Context: an optimization exercise on an open-source flow, tuned for small area, a short achievable clock period and few clock cycles. The choices shown serve that exercise and are no tape-out recipe.
Function was checked by simulation only, so behaviour that the tests miss may differ from the original.
Power is estimated from default activity; no workload was simulated.

==> flow/design.v (excerpt) <==
module xbee_core (
    input  wire         clk,
    input  wire         rst,
    input  wire         transport_ok,
    input  wire         ctl_valid,
    input  wire [1:0]   ctl_op,
    input  wire         rx_valid,
    input  wire [7:0]   rx_data,
    output wire         rx_ready,
    output wire         tx_valid,
    output wire [7:0]   tx_data,
    input  wire         tx_ready,
    input  wire         cmd_valid,
    input  wire [127:0] cmd_hdr,
    output wire         cmd_ready,
    input  wire         cmd_dvalid,
    input  wire [7:0]   cmd_data,
    output wire         cmd_dready,
    output wire         resp_valid,
    output wire [35:0]  resp,
    input  wire         resp_ready,
    output wire         evt_valid,
    output wire [209:0] evt_hdr,
    input  wire         evt_ready,
    output wire         evt_dvalid,
    output wire [7:0]   evt_data,
    input  wire         evt_dready,
    output wire [31:0]  status
);
    localparam REG_CAP = 16;
    reg run;
    always @(posedge clk) begin
        if (rst)
            run <= 1'b0;
        else if (ctl_valid && ctl_op == 2'd1 && transport_ok)
            run <= 1'b1;
        else if (ctl_valid && ctl_op == 2'd2)
            run <= 1'b0;
    end
    wire [8*REG_CAP-1:0] reg_key;
    wire [8*REG_CAP-1:0] reg_hid;
    wire [REG_CAP-1:0]   reg_used;
    wire [7:0]           reg_count;
    wire                 errh_valid;
    wire [7:0]           errh_hid;
    wire [7:0]           fid;
    wire                 tx_push;
    wire [7:0]           tx_byte;
    wire                 txq_full;
    wire                 txq_full_nx;
    wire                 txq_empty;
    xbee_cmd #(.REG_CAP(REG_CAP)) u_cmd (
        .clk        (clk),
        .rst        (rst),
  ...
export LEC_CHECK = 0
export CAP_MARGIN = 20
export CORE_MARGIN = 2
export CORE_UTILIZATION = 40
export PLACE_DENSITY = 0.6
export SETUP_SLACK_MARGIN = 4.5
export SLEW_MARGIN = 20
create_clock -name core_clock -period 8.0 [get_ports {clk}]
run.sh (not shown) runs the stock make flow with config.mk's settings and CLKGATE_MAP_FILE= SYNTH_SCRIPT=/design/flow/synth_recipe.tcl, a recipe that flattens the netlist after the stock synthesis.
Testbench counts at the start, summed over its fixed seeds: cycles 21,342.
Rerun with:
SETUP_SLACK_MARGIN = unset   (was 4.5)
=> Final area decreases by 1.9%; worst setup slack loses 1300 ps; global-route usage drops by 0.45 points; hold slack degrades by 18 ps; clock-buffer cell count is higher by 12; via count went down by 1.5%; clock skew grows by 17 ps; sequential share of layout area goes up by 1.1 points; power rises by 1.2%; die area does not change; non-clock buffer count is lower by 68.

========
xbee_core, a different RTL version from the one above (not shown whole).
For scale: ~1400 flip-flops.
clock: 8.0 ns
lec_check: 0
cap_margin: 20
core_margin: 2
core_utilization: 45
cts_buf_list: sky130_fd_sc_hd__clkbuf_8 sky130_fd_sc_hd__clkbuf_16
cts_cluster_diameter: 80
cts_cluster_size: 22
place_density: 0.65
setup_slack_margin: 4.6
slew_margin: 20
standard.sh (not shown) runs the stock make flow with config.mk's settings and CLKGATE_MAP_FILE= SYNTH_SCRIPT=/design/flow/synth_recipe.tcl, a recipe that flattens the netlist after the stock synthesis.
==> flow/flow/run.sh <==
#!/bin/bash
# The standard layout (standard.sh), with plain buf_1 cells as the
# input and output port buffers instead of the flow's default pick, and
# the transport_ok pin placed next to the status[1] pin it feeds.
set -euo pipefail
export BUFFER_PORTS_ARGS="-buffer_cell sky130_fd_sc_hd__buf_1"
export PRE_IO_PLACEMENT_TCL="$PWD/flow/io.tcl"
bash standard.sh > standard_make.log 2>&1
==> flow/flow/io.tcl <==
# Keep the transport_ok input next to the status[1] output it feeds
# straight through, so that the wire between their port buffers is short.
set_io_pin_constraint -group -order -pin_names {transport_ok {status[1]}}
The starting point finished with timing, DRC and antenna clean.
Testbench counts at the start, summed over its fixed seeds: cycles 21,071.
Rerun with:
==> flow/flow/run.sh (replaced) <==
#!/bin/bash
# The standard layout (standard.sh), with plain buf_1 cells as the
# input and output port buffers instead of the flow's default pick.
set -euo pipefail
export BUFFER_PORTS_ARGS="-buffer_cell sky130_fd_sc_hd__buf_1"
bash standard.sh > standard_make.log 2>&1
--- a/flow/config.mk
+++ b/flow/config.mk
@@ -9,7 +9,7 @@
 export CORE_MARGIN = 2
-export CORE_UTILIZATION = 45
-export CTS_BUF_LIST = sky130_fd_sc_hd__clkbuf_8 sky130_fd_sc_hd__clkbuf_16
+export CORE_UTILIZATION = 55
+export CTS_BUF_LIST = sky130_fd_sc_hd__clkbuf_16
 export CTS_CLUSTER_DIAMETER = 80
 export CTS_CLUSTER_SIZE = 22
-export PLACE_DENSITY = 0.65
+export PLACE_DENSITY = 0.72
 export SETUP_SLACK_MARGIN = 4.6
removed: flow/flow/io.tcl
After rerunning: The changed run ran to the end with no violations. Global-route usage grows by 4.2 points. Power shrinks by 2.1%. Worst hold slack is worse by 0.013 ns. Synthesized cell count stays the same. Design area shrinks by 1.1%.
Rerun with:
==> flow/flow/run.sh (replaced) <==
#!/bin/bash
# The standard layout (standard.sh), with plain buf_1 cells as the
# input and output port buffers instead of the flow's default pick, and
# the transport_ok pin placed next to the status[1] pin it feeds.
set -euo pipefail
export BUFFER_PORTS_ARGS="-buffer_cell sky130_fd_sc_hd__buf_1"
export PRE_IO_PLACEMENT_TCL="$PWD/flow/io.tcl"
bash standard.sh > standard_make.log 2>&1
==> flow/flow/io.tcl (new file) <==
# Keep the transport_ok input next to the status[1] output it feeds
# straight through, so that the wire between their port buffers is short.
set_io_pin_constraint -group -order -pin_names {transport_ok {status[1]}}
--- a/flow/config.mk
+++ b/flow/config.mk
@@ -9,3 +9,3 @@
 export CORE_MARGIN = 2
-export CORE_UTILIZATION = 55
+export CORE_UTILIZATION = 45
 export CTS_BUF_LIST = sky130_fd_sc_hd__clkbuf_16
@@ -13,4 +13,4 @@
 export CTS_CLUSTER_SIZE = 22
-export PLACE_DENSITY = 0.72
-export SETUP_SLACK_MARGIN = 4.6
+export PLACE_DENSITY = 0.65
+export SETUP_SLACK_MARGIN = 4.7
 export SLEW_MARGIN = 20
Fmax increases by 0.92%.
Synthesized area stays the same.
Via count came out lower by about 0.6%.
Wire length is higher by about 2.5%.
Rerun with:
==> flow/flow/run.sh (replaced) <==
#!/bin/bash
# The standard layout (standard.sh), with plain buf_1 cells as the
# input and output port buffers instead of the flow's default pick.
set -euo pipefail
export BUFFER_PORTS_ARGS="-buffer_cell sky130_fd_sc_hd__buf_1"
bash standard.sh > standard_make.log 2>&1
--- a/flow/config.mk
+++ b/flow/config.mk
@@ -14,3 +14,3 @@
 export PLACE_DENSITY = 0.65
-export SETUP_SLACK_MARGIN = 4.7
+export SETUP_SLACK_MARGIN = 4.6
 export SLEW_MARGIN = 20
removed: flow/flow/io.tcl
The new run produced a clean layout.
Power went down by 0.53%.
Cell count barely changes.
Worst hold slack gets better by 0.023 ns.
Clock skew went down by 0.0097 ns.
Sequential power barely changes.
Global-route usage stays flat.
Sequential cell count is unchanged.
Rerun with:
==> flow/flow/run.sh (replaced) <==
#!/bin/bash
# The standard layout (standard.sh), with plain buf_1 cells as the
# input and output port buffers instead of the flow's default pick, and
# the transport_ok pin placed next to the status[1] pin it feeds.
set -euo pipefail
export BUFFER_PORTS_ARGS="-buffer_cell sky130_fd_sc_hd__buf_1"
export PRE_IO_PLACEMENT_TCL="$PWD/flow/io.tcl"
bash standard.sh > standard_make.log 2>&1
==> flow/flow/io.tcl (new file) <==
# Keep the transport_ok input next to the status[1] output it feeds
# straight through, so that the wire between their port buffers is short.
set_io_pin_constraint -group -order -pin_names {transport_ok {status[1]}}
--- a/flow/config.mk
+++ b/flow/config.mk
@@ -11,5 +11,5 @@
 export CTS_BUF_LIST = sky130_fd_sc_hd__clkbuf_16
-export CTS_CLUSTER_DIAMETER = 80
-export CTS_CLUSTER_SIZE = 22
-export PLACE_DENSITY = 0.65
+export CTS_CLUSTER_DIAMETER = 90
+export CTS_CLUSTER_SIZE = 24
+export PLACE_DENSITY = 0.75
 export SETUP_SLACK_MARGIN = 4.6
Final cell count is about the same.
Setup slack gains 0.0093 ns.
Sequential power stays flat.
Power decreases slightly.
Core utilization barely changes.
Worst hold slack improved by 0.024 ns.
Via count grows slightly.
Routed wire length went down slightly.
Global-route usage fell by 0.11 points.
Non-clock buffer count went up by 11.

re-timing with driven ports:
The results above use ideal ports. As a check the final layouts listed here were re-extracted and re-timed, cells and wires unchanged. Step 1: set_driving_cell puts a clkbuf_16 on clk and a buf_2 on each other input, an assumption about the parent block. Step 2 times the ports against the registers' clock, not the clock port: input delays grow and output delays shrink by t, the midpoint of the rising clock arrivals with the driver on. Slacks: ideal ports / drivers / drivers and shift; pairs: ideal ports / drivers.
run	t (ns)	setup WS [ns]	clock arrival spread, ns
the first run of note 1	0.863	4.268 / 4.268 / 3.685	0.026 / 0.026
the second run of note 1	0.861	2.970 / 2.970 / 2.280	0.041 / 0.041
the first run of note 2	0.780	4.598 / 4.566 / 3.871	0.050 / 0.050
the second run of note 2	0.748	4.556 / 4.541 / 3.794	0.041 / 0.041
the third run of note 2	0.774	4.587 / 4.564 / 3.873	0.052 / 0.052
the fourth run of note 2	0.764	4.564 / 4.517 / 3.842	0.035 / 0.035
the fifth run of note 2	0.774	4.574 / 4.542 / 3.823	0.064 / 0.064
After both steps every run listed still meets setup and hold. The setup slack of the second run of note 2, which loses most, moves by -0.015 ns with the drivers and by -0.762 ns with both steps.
